What follows belongs to an exercise in optimizing a design on an open flow for small area, a short achievable clock period and few clock cycles; a production flow would make more cautious choices.
RTL that was checked went through simulation tests only; none was proved equivalent to the original.
Power is estimated from default activity; no workload was simulated.

Design codec_core, start of the top module:
module codec_core (
    input             clk,
    input             rst,
    input             cmd_valid,
    output            cmd_ready,
    input      [7:0]  cmd_opc,
    input      [4:0]  cmd_width,
    input      [15:0] cmd_len,
    input      [15:0] cmd_count,
    input             in_valid,
    output            in_ready,
    input      [15:0] in_data,
    output            out_valid,
    input             out_ready,
    output     [15:0] out_data,
    output            done,
    output            err,
    output     [3:0]  err_code,
    output     [15:0] err_info
);
Settings: LEC_CHECK=0, ABC_AREA=1, CAP_MARGIN=20, CORE_MARGIN=2, CORE_UTILIZATION=40, SETUP_SLACK_MARGIN=2.4, SLEW_MARGIN=20, TNS_END_PERCENT=5; clock period 5.0 ns.
standard.sh (not shown) runs the stock make flow with config.mk's settings and CLKGATE_MAP_FILE= SYNTH_SCRIPT=/design/flow/synth_recipe.tcl, a recipe that flattens the netlist after the stock synthesis.
==> flow/flow/run.sh <==
#!/bin/bash
# Standard synthesis, then the standard ORFS layout steps, with buf_2 port
# buffers in place of the platform's default delay-cell buffers.
set -euo pipefail
bash standard.sh synth > synth.log 2>&1
bash standard.sh "BUFFER_PORTS_ARGS=-buffer_cell sky130_fd_sc_hd__buf_2" finish > layout.log 2>&1
Change:
--- a/flow/design.v
+++ b/flow/design.v
@@ -19,15 +19,15 @@
     output     [15:0] err_info
 );
     reg        busy;       
     reg        fin;        
     reg        skip;       
     reg        enc, dec, qd, qu, pk, up;   
     reg [4:0]  w;          
-    reg [15:0] gep;        
+    reg [3:0]  p;          
     reg [3:0]  amt;        
     reg [15:0] in_left;    
     reg [15:0] cnt;        
     reg [15:0] W0;         
     reg        ld;         
     reg        tl;         
     reg        rn;         
@@ -42,34 +42,38 @@
     reg [15:0] od;
     wire is_q   = qd | qu;
     wire is_rle = enc | dec;
     wire left   = pk | qu;
     wire work = busy & ~fin;
     wire room = ~ov | out_ready;
     wire [15:0] mask;      
-    wire [15:0] gep_n;     
+    wire [15:0] gep;       
+    wire [15:0] lts;       
     genvar j;
     generate
         for (j = 0; j < 16; j = j + 1) begin : g_th
             assign mask[j] = w > j;
-            assign gep_n[j] = ps[3:0] <= j;
+            assign gep[j]  = p <= j;
+            assign lts[j]  = ps[3:0] > j;
         end
     endgenerate
     wire [4:0]  sum2  = {1'b0, ps[3:0]} + w;    
     wire        crs   = ps[4];                  
     wire        need  = ps[4] & (|ps[3:0]);     
-    wire [15:0] m2    = up ? {16{~inz}} : left ? (mask & {16{~tl}}) : 16'hFFFF;
+    wire [15:0] m2    = up ? {16{~inz}} : {16{~tl}};
+    wire [15:0] k_in  = crs ? gep : (gep & lts);
+    wire [15:0] k_out = crs ? (lts & ~gep) : 16'd0;
     wire [15:0] selw  = up ? (gep & {16{ld}}) : {16{enc | (dec & ~ld)}};
     wire [15:0] flip  = {qd, 5'd0, qu, 9'd0};
     wire [15:0] X     = (selw & W0) | (~selw & ((in_data & m2) ^ flip));
     wire [15:0] r1    = amt[0] ? {X[0],     X[15:1]}  : X;
     wire [15:0] r2    = amt[1] ? {r1[1:0],  r1[15:2]} : r1;
     wire [15:0] r4    = amt[2] ? {r2[3:0],  r2[15:4]} : r2;
     wire [15:0] R     = amt[3] ? {r4[7:0],  r4[15:8]} : r4;
-    wire [15:0] bp_out = left ? ((gep & R) | (~gep & W0)) : (R & mask);
+    wire [15:0] bp_out = left ? ((k_in & R) | (~gep & W0)) : (R & mask);
     wire bad  = |(in_data & ~mask);
     wire same = (in_data[7:0] == W0[7:0]) & ~cntz;
     wire [15:0] in_left_m1 = in_left - 16'd1;
     wire [15:0] cnt_m1     = cnt - 16'd1;
     wire        in_left2   = in_left == 16'd2;
     wire        cnt2       = cnt == 16'd2;
     wire in_rdy = mA | (mB & room);
@@ -106,15 +110,15 @@
     wire c_cntz   = ~c_up | (cmd_count == 16'd0);
     wire c_cnt1   = c_up & (cmd_count == 16'd1);
     wire e_brk   = take & ~same & enc & ~tl & rn;
     wire e_tail  = room & work & enc & ~tl & ~ld & inz & rn;
     wire e_start = take & enc & ~rn;
     wire e_ext   = take & same & enc & rn;
     wire d_load  = take & dec & ~ld;
-    wire c_dec1  = (emit & (up | dec)) | e_ext | (take & ~bad & (qu | pk) & ~err_r);
+    wire c_dec1  = (emit & (up | dec)) | e_ext | (take & (qu | pk) & ~err_r) | (take & skip & ~c_w);
     wire step    = (take & pk & ~tl) | (emit & up & ~cntz);
     reg inz_n, in1_n, cntz_n, cnt1_n, crs_n, ld_n, tl_n, rn_n;
     always @* begin
         inz_n  = inz;
         in1_n  = in1;
         cntz_n = cntz;
         cnt1_n = cnt1;
@@ -123,15 +127,15 @@
         tl_n   = tl;
         rn_n   = rn;
         if (cmd_fire) begin
             inz_n  = c_inz;
             in1_n  = cmd_len == 16'd1;
             cntz_n = c_cntz;
             cnt1_n = c_cnt1;
-            crs_n  = cmd_width[4];
+            crs_n  = cmd_width[4] | ~c_bp;    
             ld_n   = 1'b0;
             tl_n   = 1'b0;
             rn_n   = 1'b0;
         end else begin
             if (take) begin
                 inz_n = in1;
                 in1_n = in_left2;
@@ -223,39 +227,38 @@
         end else if (take & (qu | pk) & bad)
             err_r <= 1'b1;
         if (cmd_fire)
             in_left <= cmd_len;
         else if (take)
             in_left <= in_left_m1;
         if (cmd_fire) begin
-            gep  <= c_q ? 16'hFFC0 : (~c_bp & ~c_dir) ? 16'hFF00 : 16'hFFFF;
+            p    <= c_q ? 4'd6 : (~c_bp & ~c_dir) ? 4'd8 : 4'd0;
             amt  <= c_q ? (c_dir ? 4'd10 : 4'd6) : (~c_bp & ~c_dir) ? 4'd8 : 4'd0;
-            ps   <= cmd_width;
+            ps   <= c_bp ? cmd_width : 5'd16;
         end else if (step) begin
-            gep  <= gep_n;
+            p    <= ps[3:0];
             amt  <= up ? ps[3:0] : 4'd0 - ps[3:0];
             ps   <= sum2;
         end
         if (cmd_fire)
-            cnt <= c_bp ? (wbad ? ~{11'd0, cmd_width} : c_dir ? cmd_count : 16'hFFFF) :
-                   c_q ? 16'hFFFF : (c_dir & cmd_len[0]) ? ~cmd_len : 16'd0;
+            cnt <= ({16{c_up}} & cmd_count) | {{11{skip_c}}, {5{skip_c}} & ~(cmd_width & {5{c_bp}})};
         else if (d_load)
             cnt <= {8'd0, in_data[7:0]};
         else if (e_start | e_brk)
             cnt <= 16'h00FE;
         else if (c_dec1)
             cnt <= cnt_m1;
         if (cmd_fire)
             W0 <= 16'd0;
         else if (take & pk & ~tl)
-            W0 <= crs ? (R & ~gep) : bp_out;
-        else if (e_brk | e_tail)
-            W0 <= {W0[7:0], in_data[7:0]};
-        else if ((up & ~cntz & emit & (crs | ~ld)) | (is_rle & take))
-            W0 <= in_data & {16{~inz}};
+            W0 <= crs ? (R & k_out) : bp_out;
+        else if (e_tail | (up & ~cntz & emit & (crs | ~ld)) | (is_rle & take)) begin
+            W0[7:0]  <= in_data[7:0] & {8{~inz}};
+            W0[15:8] <= (e_brk | e_tail) ? W0[7:0] : (in_data[15:8] & {8{~inz}});
+        end
     end
     assign cmd_ready = cmd_rdy;
     assign in_ready  = in_rdy;
     assign out_valid = ov;
     assign out_data  = od;
     assign done      = fin & room;
     assign err       = err_r;
Outcome: Die area fell by 6.2%; global-route usage went up by 2.5 points; power fell by 16%; via count decreases by 2.5%; design area falls by 7.2%; worst hold slack improves by 26 ps.
Testbench counts after the change, summed over its fixed seeds: cycles 53,953.
No functional check of the RTL was part of the first run of this note.

## static timing again, ports no longer ideal
The results above use ideal ports. As a check the final layouts listed here were re-extracted and re-timed, cells and wires unchanged.
Step 1 sets driving cells, clkbuf_16 on the clock port and buf_2 on the other inputs (assumed; they add their load-dependent delay and slew).
Step 2 moves the port delays by t, midway between the first and last clock arrival at a register: inputs arrive t later, outputs are due t later. That takes back most of the time a late clock gives input paths.
Slacks: ideal ports / drivers / drivers and shift; pairs: ideal ports / drivers.
| run | t, ns | setup slack, ns | worst setup path at the end | worst register clock-pin slew, ns | worst slew at a driven data input, ns |
|---|---|---|---|---|---|
| the first run | 0.476 | 2.361 / 2.342 / 1.935 | input to register | 0.07 / 0.07 | 0.04 |
| the second run | 0.405 | 2.281 / 2.281 / 1.935 | input to register | 0.08 / 0.08 | 0.04 |
After both steps every run listed still meets setup and hold. For the first run, which loses most, drivers alone change the setup slack by -0.019 ns; drivers and shift together by -0.426 ns.
